Context: an optimization exercise on an open-source flow, tuned for small area. The choices shown serve that exercise and are no tape-out recipe. At most, simulation tests tie the RTL to the original design; equivalence was not proved. Power and IR drop assume default switching activity.

==> job 1060: inputs <==
## sfs
module sfs (
    input  wire        clk,
    input  wire        rst,
    input  wire        s_valid,
    input  wire        s_err,
    input  wire [7:0]  s_data,
    output wire        s_ready,
    output wire        m_valid,
    input  wire        m_ready,
    output reg  [31:0] m_seconds_index,
    output reg  [63:0] m_energy_count,
    output reg  [63:0] m_power,
    output reg  [63:0] m_power_l1,
    output reg  [63:0] m_power_l2,
    output reg  [63:0] m_power_l3,
    output reg  [15:0] m_voltage_l1,
    output reg  [15:0] m_voltage_l2,
    output reg  [15:0] m_voltage_l3,
    input  wire [63:0] ts_in,
    output reg  [63:0] m_timestamp,
    output wire        io_error,
    output reg         diag_valid,
    output reg  [1:0]  diag_reason
);
==> flow/config.mk <==
export PLATFORM = sky130hd
export DESIGN_NAME = sfs
export DESIGN_NICKNAME = sfs
export VERILOG_FILES = /design/flow/design.v
export SDC_FILE = /design/flow/constraint.sdc
export NUM_CORES = 4
export LEC_CHECK = 0
export CAP_MARGIN = 20
export CORE_MARGIN = 2
export CORE_UTILIZATION = 40
export SLEW_MARGIN = 20
export SYNTH_MEMORY_MAX_BITS = 8192
==> flow/constraint.sdc <==
create_clock -name core_clock -period 10.0 [get_ports {clk}]
set_input_delay 2.0000 -clock core_clock [delete_from_list [all_inputs] [get_ports {clk}]]
set_output_delay 2.0000 -clock core_clock [all_outputs]
set_load 0.01 [all_outputs]
run.sh (not shown) runs the stock make flow with config.mk's settings and CLKGATE_MAP_FILE= SYNTH_SCRIPT=/design/flow/synth_recipe.tcl, a recipe that flattens the netlist after the stock synthesis.
==> job 2250 (differences from job 1060) <==
--- a/flow/design.v
+++ b/flow/design.v
@@ -15,36 +15,35 @@
     output reg  [63:0] m_power_l3,
     output reg  [15:0] m_voltage_l1,
     output reg  [15:0] m_voltage_l2,
     output reg  [15:0] m_voltage_l3,
     input  wire [63:0] ts_in,
     output reg  [63:0] m_timestamp,
     output wire        io_error,
-    output reg         diag_valid,
+    output wire        diag_valid,
     output reg  [1:0]  diag_reason
 );
     localparam [1:0] ST_HUNT   = 2'd0;    
     localparam [1:0] ST_ACC    = 2'd1;
     localparam [1:0] ST_EMIT   = 2'd2;
     localparam [1:0] ST_FAILED = 2'd3;
     localparam [7:0] ESC = 8'h1b;
     reg  [1:0] st;
     reg  [8:0] pos;       
     reg  [2:0] run;       
     reg [15:0] crc;       
     reg [15:0] crc_sv;    
     reg        em_ok;     
-    reg        c0_ok;     
-    reg        c1_ok;     
     wire take   = s_valid && s_ready;
     wire take_b = take && !s_err;
     wire take_e = take && s_err;
     assign s_ready  = !rst && !st[1];
     assign m_valid  = !rst && (st == ST_EMIT);
     assign io_error = (st == ST_FAILED);
+    assign diag_valid = |diag_reason;
     function [15:0] crc16_byte;
         input [15:0] c_in;
         input [7:0]  b;
         integer k;
         reg [15:0] c;
         begin
             c = c_in ^ {8'h00, b};
@@ -52,26 +51,24 @@
                 c = c[0] ? ((c >> 1) ^ 16'h8408) : (c >> 1);
             crc16_byte = c;
         end
     endfunction
     wire        is_esc   = (s_data == ESC);
     wire        collapse = is_esc && (run == 3'd7);
     wire        trl      = (pos >= 9'd396);
-    wire        in_crc   = (pos >= 9'd59) && (pos < 9'd365);
+    wire        in_crc   = (pos >= 9'd59) && (pos < 9'd368) && (pos != 9'd365);
     wire [15:0] crc_nx   = in_crc ? crc16_byte(crc, s_data) : crc;
-    wire        frame_ok = em_ok && c0_ok && c1_ok;
+    wire        frame_ok = em_ok && (crc == 16'hf0b8);
     wire wr = take_b && (st == ST_ACC);
     always @(posedge clk) begin
         if (rst) begin
             st          <= ST_HUNT;
             pos         <= 9'd0;
-            diag_valid  <= 1'b0;
             diag_reason <= 2'b00;
         end else begin
-            diag_valid  <= 1'b0;
             diag_reason <= 2'b00;
             case (st)
                 ST_HUNT: begin
                     crc <= 16'hffff;
                     run <= 3'd0;
                     if (take_e) begin
                         st <= ST_FAILED;
@@ -101,15 +98,14 @@
                                 crc_sv <= crc_nx;
                             if (pos == 9'd403) begin
                                 pos <= 9'd0;
                                 if (frame_ok) begin
                                     st <= ST_EMIT;
                                 end else begin
                                     st          <= ST_HUNT;
-                                    diag_valid  <= 1'b1;
                                     diag_reason <= em_ok ? 2'b10 : 2'b01;
                                 end
                             end
                         end
                     end
                 end
                 ST_EMIT: begin
@@ -118,16 +114,14 @@
                 end
                 default: ;  
             endcase
         end
     end
     always @(posedge clk) begin
         if (wr) begin
-            if (pos == 9'd366) c0_ok <= (s_data == ~crc[7:0]);
-            if (pos == 9'd367) c1_ok <= (s_data == ~crc[15:8]);
             if (pos == 9'd396) em_ok <= is_esc;
             if (pos == 9'd397 || pos == 9'd398 || pos == 9'd399)
                 em_ok <= em_ok && is_esc;
             if (pos == 9'd400) em_ok <= em_ok && (s_data == 8'h1a);
         end
     end
     always @(posedge clk) begin
==> flow/flow/run.sh (new file) <==
#!/bin/bash
# Standard layout, except: the port buffers are the smallest buffer cell
# instead of the one buffer_ports picks by default, and the clock tree is
# built from clkbuf_8 cells with sink clusters of at most 12 flip-flops.
set -euo pipefail
export BUFFER_PORTS_ARGS="-buffer_cell sky130_fd_sc_hd__buf_1"
export CTS_ARGS="-sink_clustering_enable -repair_clock_nets -sink_clustering_size 12 -sink_clustering_max_diameter 50 -buf_list sky130_fd_sc_hd__clkbuf_8"
bash standard.sh > standard.log 2>&1
==> flow/standard.sh (new file) <==
#!/bin/bash
# synth_recipe.tcl (not shown) runs the flow's synth.tcl, then flattens the netlist and writes it again
# the make line also repeats each setting of config.mk as NAME=value (left out here)
make -C /OpenROAD-flow-scripts/flow DESIGN_CONFIG=/design/flow/config.mk WORK_HOME=/design/flow/orfs CLKGATE_MAP_FILE= SYNTH_SCRIPT=/design/flow/synth_recipe.tcl "${@:-finish}"
==> flow/config.mk (replaced) <==
export PLATFORM = sky130hd
export DESIGN_NAME = sfs
export DESIGN_NICKNAME = sfs
export VERILOG_FILES = /design/flow/design.v
export SDC_FILE = /design/flow/constraint.sdc
export NUM_CORES = 4
export LEC_CHECK = 0
export CAP_MARGIN = 20
export CORE_MARGIN = 2
export CORE_UTILIZATION = 60
export PLACE_DENSITY = 0.7
export SLEW_MARGIN = 20
export SYNTH_MEMORY_MAX_BITS = 8192
removed: flow/run.sh
==> run summary <==
| metric | job 1060 | job 2250 |
|---|---|---|
| Fillcell total | 3440 | 1873 |
| Total power | 4.26 mW | 3.57 mW |
| Highest cell delay on the worst timing path | 840 ps | 990 ps |
| P per Cell Area | 168 nW/µm² | 171 nW/µm² |
| Slew at the pin with the worst max-slew slack | 947 ps | 1080 ps |
| Post-synthesis share of cell area spent on and, or, nand and nor gates | 0.0549 | 0.0605 |
| Seq pwr | 2.37 mW | 2.36 mW |
| Post-synthesis sequential area ratio | 0.868 | 0.873 |
| Cell row count | 77 | 62 |
| Capturing instance or port of the critical path | m_valid | m_power[22] |
| Outcome | complete, no violations | complete, no violations |
| Met3 WL post-DR | 3450 µm | 4840 µm |
| Weighted congestion reported at the end of routability-driven placement | 0.836 | 0.849 |
| Syn-to-layout area delta | 43.7% | 19.5% |
| Category of the critical setup timing path | input port to output port | input port to flop |
| Worst-case headroom to the max-slew limit | 0.363 | 0.273 |
| Clk Tree Root Cell | sky130_fd_sc_hd__clkbuf_16 | sky130_fd_sc_hd__clkbuf_8 |
| Standby leakage power | 8.19 nW | 6.36 nW |
| Number of buffers inserted during clock tree synthesis | 51 | 50 |
| DPL Wire Length | 37600 µm | 33400 µm |
| VDD IR-drop max | 0.133 mV | 0.132 mV |
| Met1 wire length | 21700 µm | 18600 µm |
| Dpl cells | 2008 | 1794 |
The RTL of job 2250 was laid out without a check of its function.


==> inputs of 04-07 <==
Another version of the RTL of sfs (not shown whole).
==> flow/design.v (excerpt) <==
module sfs (
    input  wire        clk,
    input  wire        rst,
    input  wire        s_valid,
    input  wire        s_err,
    input  wire [7:0]  s_data,
    output wire        s_ready,
    output wire        m_valid,
    input  wire        m_ready,
    output reg  [31:0] m_seconds_index,
    output reg  [63:0] m_energy_count,
    output reg  [63:0] m_power,
    output reg  [63:0] m_power_l1,
    output reg  [63:0] m_power_l2,
    output reg  [63:0] m_power_l3,
    output reg  [15:0] m_voltage_l1,
    output reg  [15:0] m_voltage_l2,
    output reg  [15:0] m_voltage_l3,
    input  wire [63:0] ts_in,
    output reg  [63:0] m_timestamp,
    output wire        io_error,
    output wire        diag_valid,
    output reg  [1:0]  diag_reason
);
    localparam [1:0] ST_HUNT   = 2'd0;
    localparam [1:0] ST_ACC    = 2'd1;
    localparam [1:0] ST_EMIT   = 2'd2;
    localparam [1:0] ST_FAILED = 2'd3;
    reg  [1:0] st;
    reg  [8:0] pos;       
    reg  [2:0] run;       
    reg [15:0] crc;       
    reg [15:0] crc_sv;    
    reg        em_ok;     
    wire hunt = (st == ST_HUNT);
    wire acc  = (st == ST_ACC);
    assign s_ready    = !rst && !st[1];
    assign m_valid    = !rst && (st == ST_EMIT);
    assign io_error   = (st == ST_FAILED);
    assign diag_valid = |diag_reason;
    wire take   = s_valid && s_ready;
    wire take_b = take && !s_err;
    wire take_e = take && s_err;
    wire wr     = take_b && acc;
    function [15:0] crc16_byte;
        input [15:0] c_in;
        input [7:0]  b;
        integer k;
        reg [15:0] c;
        begin
            c = c_in ^ {8'h00, b};
            for (k = 0; k < 8; k = k + 1)
                c = c[0] ? ((c >> 1) ^ 16'h8408) : (c >> 1);
            crc16_byte = c;
        end
    endfunction
    wire        is_esc   = (s_data == 8'h1b);
    wire        is_soh   = (s_data == 8'h01);
    wire        hmatch   = pos[2] ? is_soh : is_esc;
    wire        trl      = (pos >= 9'd396);
    wire        last     = (pos == 9'd403);
    wire        collapse = !trl && is_esc && (run == 3'd7);
    wire        in_crc   = (pos >= 9'd59) && (pos < 9'd368) && (pos != 9'd365);
    wire [15:0] crc_nx   = crc16_byte(crc, s_data);
    wire        frame_ok = em_ok && (crc == 16'hf0b8);
  ...
clock: 10.0 ns
lec_check: 0
cap_margin: 20
core_margin: 2
core_utilization: 70
place_density: 0.8
slew_margin: 20
synth_memory_max_bits: 8192
standard.sh (not shown) runs the stock make flow with config.mk's settings and CLKGATE_MAP_FILE= SYNTH_SCRIPT=/design/flow/synth_recipe.tcl, a recipe that flattens the netlist after the stock synthesis.
==> flow/flow/run.sh <==
#!/bin/bash
# Standard layout (standard.sh's make command), except:
# - synthesis maps the logic with an area-oriented ABC script (flow/synth.tcl),
# - the port buffers are the smallest buffer cell instead of the one
#   buffer_ports picks by default,
# - the clock tree is built from clkbuf_8 cells with sink clusters of at most
#   16 flip-flops.
set -euo pipefail
here=$(pwd)
export AREA_ABC_SCRIPT=$here/flow/area.script
export BUFFER_PORTS_ARGS="-buffer_cell sky130_fd_sc_hd__buf_1"
export CTS_ARGS="-sink_clustering_enable -repair_clock_nets -sink_clustering_size 16 -sink_clustering_max_diameter 60 -buf_list sky130_fd_sc_hd__clkbuf_8"
sed "s#SYNTH_SCRIPT=[^ ]*#SYNTH_SCRIPT=$here/flow/synth.tcl#" standard.sh > own.sh
grep -q "SYNTH_SCRIPT=$here/flow/synth.tcl" own.sh
bash own.sh > own.log 2>&1
==> flow/flow/area.script <==
&get -n
&st
&deepsyn -T 20
&dch
&nf -R 1000 -p
&put
==> flow/flow/synth.tcl <==
# The standard flow's synthesis script (synth_recipe.tcl), with ABC's technology mapping
# run by an area-oriented script (flow/area.script) instead of ORFS's speed
# script, which also buffers and upsizes; the layout repairs drive strength
# later anyway. Registers are mapped before ABC, so they are unchanged.
proc synth {args} { yosys synth -nofsm -noshare {*}$args }
proc abc {args} {
  set i [lsearch $args -script]
  if {$i >= 0} {
    set args [lreplace $args $i [expr {$i + 1}] -script $::env(AREA_ABC_SCRIPT)]
  }
  yosys abc {*}$args
}
source $::env(SCRIPTS_DIR)/synth.tcl
# left out here: clear keep_hierarchy, flatten, clean up, hide names made inside functions, write 1_2_yosys.v
==> 03-24: changes against 04-07 <==
==> flow/flow/run.sh (replaced) <==
#!/bin/bash
# Standard layout, except: the port buffers are the smallest buffer cell
# instead of the one buffer_ports picks by default, and the clock tree is
# built from clkbuf_8 cells with sink clusters of at most 12 flip-flops.
set -euo pipefail
export BUFFER_PORTS_ARGS="-buffer_cell sky130_fd_sc_hd__buf_1"
export CTS_ARGS="-sink_clustering_enable -repair_clock_nets -sink_clustering_size 12 -sink_clustering_max_diameter 50 -buf_list sky130_fd_sc_hd__clkbuf_8"
bash standard.sh > standard.log 2>&1
CORE_UTILIZATION = 60   (was 70)
PLACE_DENSITY = 0.7   (was 0.8)
removed: flow/flow/area.script
removed: flow/flow/synth.tcl
==> run summary <==
Status: 04-07 complete, no violations; 03-24 complete, no violations
CP arrival: 04-07 6.40 ns; 03-24 2.66 ns
Layout cells sized above 1: 04-07 3.53%; 03-24 4.68%
Initial DRC count: 04-07 1,801; 03-24 1,327
Gr usage total: 04-07 43.4%; 03-24 34.9%
First-pass GRT wire length: 04-07 82,200 um; 03-24 83,300 um
Layout multi-input combinational cell count: 04-07 798; 03-24 846
Worst Setup Slack, final: 04-07 4.11 ns; 03-24 5.34 ns
Type of element capturing the critical path: 04-07 flop; 03-24 output pin
Comb power frac: 04-07 3.5%; 03-24 3.0%
Shortest period the worst path allows: 04-07 5.89 ns; 03-24 4.66 ns
GR Util met2: 04-07 66.2%; 03-24 56.4%
Routed length on met3: 04-07 6440 um; 03-24 5440 um
Antenna violations before repair: 04-07 1; 03-24 0
Global routing met1 resource utilization: 04-07 54.8%; 03-24 44.6%
Sequential area share after synthesis: 04-07 63.3%; 03-24 60.1%
Fin crit share: 04-07 58.9%; 03-24 46.6%
Core region area: 04-07 0.0227 mm2; 03-24 0.0280 mm2
Launch point of the critical path: 04-07 s_data[4]; 03-24 rst
Fraction of area in multi-input gates: 04-07 30.7%; 03-24 31.8%
Met3 global-route usage: 04-07 12.2%; 03-24 8.69%
Measured slew at the worst slew-check pin: 04-07 0.986 ns; 03-24 1.06 ns
Register clock-pin slew on the reported worst setup and hold paths: 04-07 0.10 ns; 03-24 0.08 ns
Clock-cell share of area: 04-07 2.92%; 03-24 3.83%

-- what the ideal ports hide --
The results above use ideal ports. As a check the final layouts listed here were re-extracted and re-timed, cells and wires unchanged. Step 1 sets driving cells, clkbuf_16 on the clock port and buf_2 on the other inputs (assumed; they add their load-dependent delay and slew). Step 2 adds t to the input delays and takes it off the output delays; t is the mean of the earliest and latest rising clock arrival at the registers after step 1. Input paths then give back, and output paths get back, about the clock's delay inside the block. a / b / c = no drivers / after step 1 / after step 2; a / b = the first two.
run | t (ns) | setup slack, ns | worst setup path after step 2 | worst slew at a driven data input, ns | pins driven straight from the clock port
job 1060 | 0.633 | 4.290 / 4.269 / 4.165 | input to register | 0.07 | 1
job 2250 | 0.611 | 5.080 / 5.107 / 4.497 | input to register | 0.07 | 1
04-07 | 0.609 | 4.106 / 4.110 / 3.501 | input to register | 0.12 | 1
03-24 | 0.636 | 5.344 / 5.323 / 4.821 | input to register | 0.05 | 1
After both steps every run listed still meets setup and hold. For 04-07, which loses most, drivers alone change the setup slack by +0.004 ns; drivers and shift together by -0.605 ns.
